From an optimization exercise on the open Yosys and OpenROAD flow, aimed at a short achievable clock period; shortcuts taken in it are not production practice.
Power is estimated from default activity; no workload was simulated.

==> flow/design.v <==
module fsv (
    input  wire         clk,
    input  wire         rst,         
    input  wire         op_valid,
    input  wire [11:0]  op_word,
    output reg  [7:0]   acc,
    output wire [151:0] fb,
    output reg  [4:0]   len,
    output reg          ovf,
    output reg          valid,
    output reg  [7:0]   cmd,
    output reg  [7:0]   tid0,
    output reg  [7:0]   tid1,
    output reg  [15:0]  pm25,
    output reg  [15:0]  pm10,
    output reg  [7:0]   fwy,
    output reg  [7:0]   fwm,
    output reg  [7:0]   fwd,
    output reg  [7:0]   rid0,
    output reg  [7:0]   rid1,
    output reg          pmw,
    output reg          fww,
    output reg          idw,
    output reg  [2:0]   err,
    output reg          fatal
);
    localparam [7:0] HEADER    = 8'hAA;
    localparam [7:0] TAIL      = 8'hAB;
    localparam [7:0] TYPE_CMD  = 8'hB4;
    localparam [7:0] TYPE_ACK  = 8'hC5;
    localparam [7:0] TYPE_DATA = 8'hC0;
    localparam [2:0] E_OK        = 3'd0;
    localparam [2:0] E_INVPARAM  = 3'd1;
    localparam [2:0] E_MALFORMED = 3'd3;
    localparam [2:0] E_ILLEGAL   = 3'd4;
    localparam [2:0] E_OVERFLOW  = 3'd5;
    localparam [2:0] E_RESCMD    = 3'd6;
    function [7:0] sel8;
        input       s;
        input [7:0] a;
        input [7:0] b;
        sel8 = ({8{s}} & a) | ({8{~s}} & b);
    endfunction
    function legal_cmd;
        input [7:0] c;
        legal_cmd = (c == 8'h02) || (c == 8'h04) || (c == 8'h05) ||
                    (c == 8'h06) || (c == 8'h07) || (c == 8'h08);
    endfunction
    reg  [151:0] fb_q;
    wire [7:0]   fbuf [0:18];
    genvar gi;
    generate
        for (gi = 0; gi < 19; gi = gi + 1) begin : g_fb_bytes
            assign fbuf[gi] = fb_q[8*gi +: 8];
        end
    endgenerate
    assign fb = fb_q;
    reg  [19:0] lo;           
    reg  [18:0] th;           
    reg         cl;           
    reg         bok;          
    reg  [7:0]  acc_n;        
    reg  [7:0]  cmd_n;        
    reg  [7:0]  tid0_n;       
    reg  [7:0]  tid1_n;       
    reg  [7:0]  s_all, p, snap2, d8, d17;
    reg         rok, cok;     
    wire [7:0] acc_i  = ~acc_n;
    wire [7:0] cmd_i  = ~cmd_n;
    wire [7:0] tid0_i = ~tid0_n;
    wire [7:0] tid1_i = ~tid1_n;
    wire [3:0] opc = op_word[11:8];
    wire [7:0] imm = op_word[7:0];
    wire iz = (imm == 8'h00);
    wire d_csclr  = op_valid && (opc == 4'h1) && iz;
    wire d_csadd  = op_valid && (opc == 4'h2);
    wire d_fclr   = op_valid && (opc == 4'h3) && iz;
    wire d_push   = op_valid && (opc == 4'h4);
    wire d_vcmd   = op_valid && (opc == 4'h5) && iz;
    wire d_vrpl   = op_valid && (opc == 4'h6) && iz;
    wire d_setcmd = op_valid && (opc == 4'h7);
    wire d_setid0 = op_valid && (opc == 4'h8);
    wire d_setid1 = op_valid && (opc == 4'h9);
    wire d_bcmd   = op_valid && (opc == 4'hA) && iz;
    wire d_decpm  = op_valid && (opc == 4'hB) && iz;
    wire d_decfw  = op_valid && (opc == 4'hC) && iz;
    wire d_decid  = op_valid && (opc == 4'hD) && iz;
    wire zop   = (opc == 4'h1) || (opc == 4'h3) || (opc == 4'h5) || (opc == 4'h6) ||
                 (opc == 4'hA) || (opc == 4'hB) || (opc == 4'hC) || (opc == 4'hD);
    wire d_ill = op_valid && ((zop && !iz) || (opc == 4'h0) ||
                              (opc == 4'hE) || (opc == 4'hF));
    wire imm_tail  = (imm == TAIL);
    wire imm_legal = legal_cmd(imm);
    wire full = lo[19];
    wire       pre9, pre18;
    wire [7:0] cs, dsum;
    wire [4:0] len_inc;
    wire [95:0] fdata;                    
    fsv_st u_st (
        .fb_q(fb_q), .lo(lo), .th(th), .p(p), .cmd(cmd_i),
        .s_all(s_all), .snap2(snap2), .d8(d8), .d17(d17),
        .pre9(pre9), .pre18(pre18), .cs(cs), .dsum(dsum),
        .len_inc(len_inc), .fdata(fdata)
    );
    reg  [7:0] frame [0:18];
    integer i;
    always @(*) begin
        frame[0] = HEADER;
        frame[1] = TYPE_CMD;
        frame[2] = cmd_i;
        for (i = 0; i < 12; i = i + 1)
            frame[3 + i] = fdata[8*i +: 8];
        frame[15] = tid0_i;
        frame[16] = tid1_i;
        frame[17] = cs;
        frame[18] = TAIL;
    end
    wire b_ok   = d_bcmd && bok;
    wire p_ok   = d_push && !full;
    wire clr    = rst || d_fclr;
    wire [7:0] acc_nx  = rst ? 8'h00 :
                         d_csclr ? 8'h00 :
                         sel8(d_csadd, acc_i + imm, acc_i);
    wire [4:0]  len_nx = clr ? 5'd0 :
                         p_ok ? len_inc :
                         b_ok ? 5'd19 : len;
    wire [19:0] lo_nx  = clr ? 20'd1 :
                         p_ok ? {lo[18:0], 1'b0} :
                         b_ok ? (20'd1 << 19) : lo;
    wire [18:0] th_nx  = clr ? 19'd0 :
                         p_ok ? {th[17:0], 1'b1} :
                         b_ok ? {19{1'b1}} : th;
    wire le12_nx = clr ? 1'b1 : p_ok ? !th[11] : b_ok ? 1'b0 : !th[12];
    wire cl_nx   = rst ? 1'b0 : d_setcmd ? imm_legal : cl;
    wire [7:0] cmd_nx  = rst ? 8'h00 : sel8(d_setcmd, imm, cmd_i);
    wire [7:0] tid0_nx = rst ? 8'hFF : sel8(d_setid0, imm, tid0_i);
    wire [7:0] tid1_nx = rst ? 8'hFF : sel8(d_setid1, imm, tid1_i);
    wire [7:0] s_add    = s_all + imm;
    wire [7:0] s_all_nx = clr ? 8'h00 : sel8(d_push, s_add, s_all);
    wire [7:0] p_nx     = rst ? 8'hFE :
                          d_setid0 ? tid1_i + imm :
                          sel8(d_setid1, tid0_i + imm, p);
    always @(posedge clk) begin
        acc    <= acc_nx;
        acc_n  <= ~acc_nx;
        len    <= len_nx;
        lo     <= lo_nx;
        th     <= th_nx;
        cl     <= cl_nx;
        bok    <= cl_nx && le12_nx;
        cmd    <= cmd_nx;
        cmd_n  <= ~cmd_nx;
        tid0   <= tid0_nx;
        tid0_n <= ~tid0_nx;
        tid1   <= tid1_nx;
        tid1_n <= ~tid1_nx;
        s_all  <= s_all_nx;
        p      <= p_nx;
        snap2  <= sel8(lo[2], s_all, snap2);
        d8     <= sel8(lo[8], dsum, d8);
        d17    <= sel8(lo[17], dsum, d17);
        ovf    <= !clr && ((d_push && full) || ovf);
        rok    <= !rst && (d_push ? (pre9 && imm_tail) :
                           (d_fclr || b_ok) ? 1'b0 : rok);
        cok    <= !rst && (d_push ? (pre18 && imm_tail) :
                           d_fclr ? 1'b0 : (b_ok || cok));
        valid  <= !rst && (d_vcmd ? cok : d_vrpl ? rok : valid);
        pm25   <= rst ? 16'h0000 :
                  (d_decpm && rok) ? {fbuf[3], fbuf[2]} : pm25;
        pm10   <= rst ? 16'h0000 :
                  (d_decpm && rok) ? {fbuf[5], fbuf[4]} : pm10;
        pmw    <= !rst && ((d_decpm && rok) || pmw);
        fwy    <= rst ? 8'h00 : sel8(d_decfw && rok, fbuf[3], fwy);
        fwm    <= rst ? 8'h00 : sel8(d_decfw && rok, fbuf[4], fwm);
        fwd    <= rst ? 8'h00 : sel8(d_decfw && rok, fbuf[5], fwd);
        fww    <= !rst && ((d_decfw && rok) || fww);
        rid0   <= rst ? 8'h00 : sel8((d_decfw || d_decid) && rok, fbuf[6], rid0);
        rid1   <= rst ? 8'h00 : sel8((d_decfw || d_decid) && rok, fbuf[7], rid1);
        idw    <= !rst && (((d_decfw || d_decid) && rok) || idw);
        fatal  <= 1'b0;
        if (rst)
            err <= E_OK;
        else if (d_ill)
            err <= E_ILLEGAL;
        else if (d_push)
            err <= full ? E_OVERFLOW : E_OK;
        else if (d_bcmd)
            err <= !cl ? E_RESCMD : !bok ? E_INVPARAM : E_OK;
        else if (d_decpm || d_decfw || d_decid)
            err <= rok ? E_OK : E_MALFORMED;
        else if (op_valid)
            err <= E_OK;
    end
    generate
        for (gi = 0; gi < 19; gi = gi + 1) begin : g_fb_cells
            wire [7:0] held;
            if (gi < 12) begin : g_low
                assign held = sel8(b_ok, frame[gi], fb_q[8*gi +: 8]);
            end else begin : g_high
                assign held = fb_q[8*gi +: 8];
            end
            always @(posedge clk)
                fb_q[8*gi +: 8] <= rst ? 8'h00 :
                                   sel8(d_push && lo[gi], imm,
                                        sel8(th[gi], held, frame[gi]));
        end
    endgenerate
endmodule
module fsv_st (
    input  wire [151:0] fb_q,
    input  wire [19:0]  lo,
    input  wire [18:0]  th,
    input  wire [7:0]   p,        
    input  wire [7:0]   cmd,
    input  wire [7:0]   s_all,
    input  wire [7:0]   snap2,
    input  wire [7:0]   d8,
    input  wire [7:0]   d17,
    output wire         pre9,     
    output wire         pre18,    
    output wire [7:0]   cs,       
    output wire [7:0]   dsum,     
    output reg  [4:0]   len_inc,  
    output reg  [95:0]  fdata     
);
    wire [7:0] fbuf [0:18];
    genvar gi;
    generate
        for (gi = 0; gi < 19; gi = gi + 1) begin : g_fb_bytes
            assign fbuf[gi] = fb_q[8*gi +: 8];
        end
    endgenerate
    assign pre9  = lo[9] && (fbuf[0] == 8'hAA) &&
                   ((fbuf[1] == 8'hC5) || (fbuf[1] == 8'hC0)) &&
                   (d8 == fbuf[8]);
    assign pre18 = lo[18] && (fbuf[0] == 8'hAA) && (fbuf[1] == 8'hB4) &&
                   (d17 == fbuf[17]);
    assign cs    = cmd + p + s_all;
    assign dsum  = s_all - snap2;
    integer i;
    always @(*) begin
        len_inc = 5'd0;
        for (i = 0; i < 19; i = i + 1)
            if (lo[i]) len_inc = len_inc | (i + 1);
        for (i = 0; i < 12; i = i + 1)
            fdata[8*i +: 8] = th[i] ? fbuf[i] : 8'h00;
    end
endmodule
export LEC_CHECK = 0
export ABC_CLOCK_PERIOD_IN_PS = 300
export CAP_MARGIN = 20
export CORE_MARGIN = 2
export CORE_UTILIZATION = 40
export PLACE_DENSITY = 0.6
export SETUP_SLACK_MARGIN = 4.6
export SLEW_MARGIN = 20
export SYNTH_HIERARCHICAL = 1
create_clock -name core_clock -period 7.0 [get_ports {clk}]
run.sh (not shown) runs the stock make flow with config.mk's settings and CLKGATE_MAP_FILE= SYNTH_SCRIPT=/design/flow/synth_recipe.tcl, a recipe that flattens the netlist after the stock synthesis.
The baseline passed the timing, DRC and antenna checks.
Change:
--- a/flow/design.v
+++ b/flow/design.v
@@ -38,12 +38,25 @@
     function [7:0] sel8;
         input       s;
         input [7:0] a;
         input [7:0] b;
         sel8 = ({8{s}} & a) | ({8{~s}} & b);
     endfunction
+    function [7:0] addcs;
+        input [7:0] a;
+        input [7:0] b;
+        reg   [4:0] lo;
+        reg   [3:0] h0, h1, a1;
+        begin
+            lo = {1'b0, a[3:0]} + {1'b0, b[3:0]};
+            a1 = a[7:4] + 4'd1;
+            h0 = a[7:4] + b[7:4];
+            h1 = a1 + b[7:4];
+            addcs = {lo[4] ? h1 : h0, lo[3:0]};
+        end
+    endfunction
     function legal_cmd;
         input [7:0] c;
         legal_cmd = (c == 8'h02) || (c == 8'h04) || (c == 8'h05) ||
                     (c == 8'h06) || (c == 8'h07) || (c == 8'h08);
     endfunction
     reg  [151:0] fb_q;
@@ -60,13 +73,13 @@
     reg         cl;           
     reg         bok;          
     reg  [7:0]  acc_n;        
     reg  [7:0]  cmd_n;        
     reg  [7:0]  tid0_n;       
     reg  [7:0]  tid1_n;       
-    reg  [7:0]  s_all, p, snap2, d8, d17;
+    reg  [7:0]  s_all, q, p, snap2, d8, d17;
     reg         rok, cok;     
     wire [7:0] acc_i  = ~acc_n;
     wire [7:0] cmd_i  = ~cmd_n;
     wire [7:0] tid0_i = ~tid0_n;
     wire [7:0] tid1_i = ~tid1_n;
     wire [3:0] opc = op_word[11:8];
@@ -94,13 +107,13 @@
     wire full = lo[19];
     wire       pre9, pre18;
     wire [7:0] cs, dsum;
     wire [4:0] len_inc;
     wire [95:0] fdata;                    
     fsv_st u_st (
-        .fb_q(fb_q), .lo(lo), .th(th), .p(p), .cmd(cmd_i),
+        .fb_q(fb_q), .lo(lo), .th(th), .p(p), .q(q),
         .s_all(s_all), .snap2(snap2), .d8(d8), .d17(d17),
         .pre9(pre9), .pre18(pre18), .cs(cs), .dsum(dsum),
         .len_inc(len_inc), .fdata(fdata)
     );
     reg  [7:0] frame [0:18];
     integer i;
@@ -117,13 +130,13 @@
     end
     wire b_ok   = d_bcmd && bok;
     wire p_ok   = d_push && !full;
     wire clr    = rst || d_fclr;
     wire [7:0] acc_nx  = rst ? 8'h00 :
                          d_csclr ? 8'h00 :
-                         sel8(d_csadd, acc_i + imm, acc_i);
+                         sel8(d_csadd, addcs(acc_i, imm), acc_i);
     wire [4:0]  len_nx = clr ? 5'd0 :
                          p_ok ? len_inc :
                          b_ok ? 5'd19 : len;
     wire [19:0] lo_nx  = clr ? 20'd1 :
                          p_ok ? {lo[18:0], 1'b0} :
                          b_ok ? (20'd1 << 19) : lo;
@@ -132,17 +145,21 @@
                          b_ok ? {19{1'b1}} : th;
     wire le12_nx = clr ? 1'b1 : p_ok ? !th[11] : b_ok ? 1'b0 : !th[12];
     wire cl_nx   = rst ? 1'b0 : d_setcmd ? imm_legal : cl;
     wire [7:0] cmd_nx  = rst ? 8'h00 : sel8(d_setcmd, imm, cmd_i);
     wire [7:0] tid0_nx = rst ? 8'hFF : sel8(d_setid0, imm, tid0_i);
     wire [7:0] tid1_nx = rst ? 8'hFF : sel8(d_setid1, imm, tid1_i);
-    wire [7:0] s_add    = s_all + imm;
+    wire [7:0] s_add    = addcs(s_all, imm);
     wire [7:0] s_all_nx = clr ? 8'h00 : sel8(d_push, s_add, s_all);
+    wire [7:0] q_nx     = rst ? 8'h00 :
+                          d_fclr ? cmd_i :
+                          d_push ? addcs(q, imm) :
+                          sel8(d_setcmd, s_add, q);
     wire [7:0] p_nx     = rst ? 8'hFE :
-                          d_setid0 ? tid1_i + imm :
-                          sel8(d_setid1, tid0_i + imm, p);
+                          d_setid0 ? addcs(tid1_i, imm) :
+                          sel8(d_setid1, addcs(tid0_i, imm), p);
     always @(posedge clk) begin
         acc    <= acc_nx;
         acc_n  <= ~acc_nx;
         len    <= len_nx;
         lo     <= lo_nx;
         th     <= th_nx;
@@ -152,12 +169,13 @@
         cmd_n  <= ~cmd_nx;
         tid0   <= tid0_nx;
         tid0_n <= ~tid0_nx;
         tid1   <= tid1_nx;
         tid1_n <= ~tid1_nx;
         s_all  <= s_all_nx;
+        q      <= q_nx;
         p      <= p_nx;
         snap2  <= sel8(lo[2], s_all, snap2);
         d8     <= sel8(lo[8], dsum, d8);
         d17    <= sel8(lo[17], dsum, d17);
         ovf    <= !clr && ((d_push && full) || ovf);
         rok    <= !rst && (d_push ? (pre9 && imm_tail) :
@@ -208,13 +226,13 @@
 endmodule
 module fsv_st (
     input  wire [151:0] fb_q,
     input  wire [19:0]  lo,
     input  wire [18:0]  th,
     input  wire [7:0]   p,        
-    input  wire [7:0]   cmd,
+    input  wire [7:0]   q,        
     input  wire [7:0]   s_all,
     input  wire [7:0]   snap2,
     input  wire [7:0]   d8,
     input  wire [7:0]   d17,
     output wire         pre9,     
     output wire         pre18,    
@@ -232,13 +250,13 @@
     endgenerate
     assign pre9  = lo[9] && (fbuf[0] == 8'hAA) &&
                    ((fbuf[1] == 8'hC5) || (fbuf[1] == 8'hC0)) &&
                    (d8 == fbuf[8]);
     assign pre18 = lo[18] && (fbuf[0] == 8'hAA) && (fbuf[1] == 8'hB4) &&
                    (d17 == fbuf[17]);
-    assign cs    = cmd + p + s_all;
+    assign cs    = p + q;
     assign dsum  = s_all - snap2;
     integer i;
     always @(*) begin
         len_inc = 5'd0;
         for (i = 0; i < 19; i = i + 1)
             if (lo[i]) len_inc = len_inc | (i + 1);
- clock skew hardly moves
- setup slack loses 180 ps
- clock power barely changes
- sequential power is higher slightly
- core utilization is lower by 3.8 points
- total power is higher slightly
- design area is lower slightly
- count of clock-buffer cells in the layout is lower by 1
No functional check of the RTL was part of any run of this note.

afterwards: timing with drivers on the ports:
The results above use ideal ports. As a check the final layouts listed here were re-extracted and re-timed, cells and wires unchanged. Step 1 assumes that a clkbuf_16 drives the clock port and a buf_2 every other input. Step 2 moves the port delays by t, midway between the first and last clock arrival at a register: inputs arrive t later, outputs are due t later. That takes back most of the time a late clock gives input paths. a / b / c = no drivers / after step 1 / after step 2; a / b = the first two.
run	shift t [ns]	setup WS [ns]	hold slack, ns	worst data-port slew with drivers (ns)	pins driven straight from the clock port
the first run	0.641	4.117 / 4.123 / 3.482	0.458 / 0.458 / 0.458	0.09	1
the second run	0.632	3.936 / 3.929 / 3.297	0.460 / 0.460 / 0.460	0.09	1
After both steps every run listed still meets setup and hold. The setup slack of the second run, which loses most, moves by -0.007 ns with the drivers and by -0.639 ns with both steps.
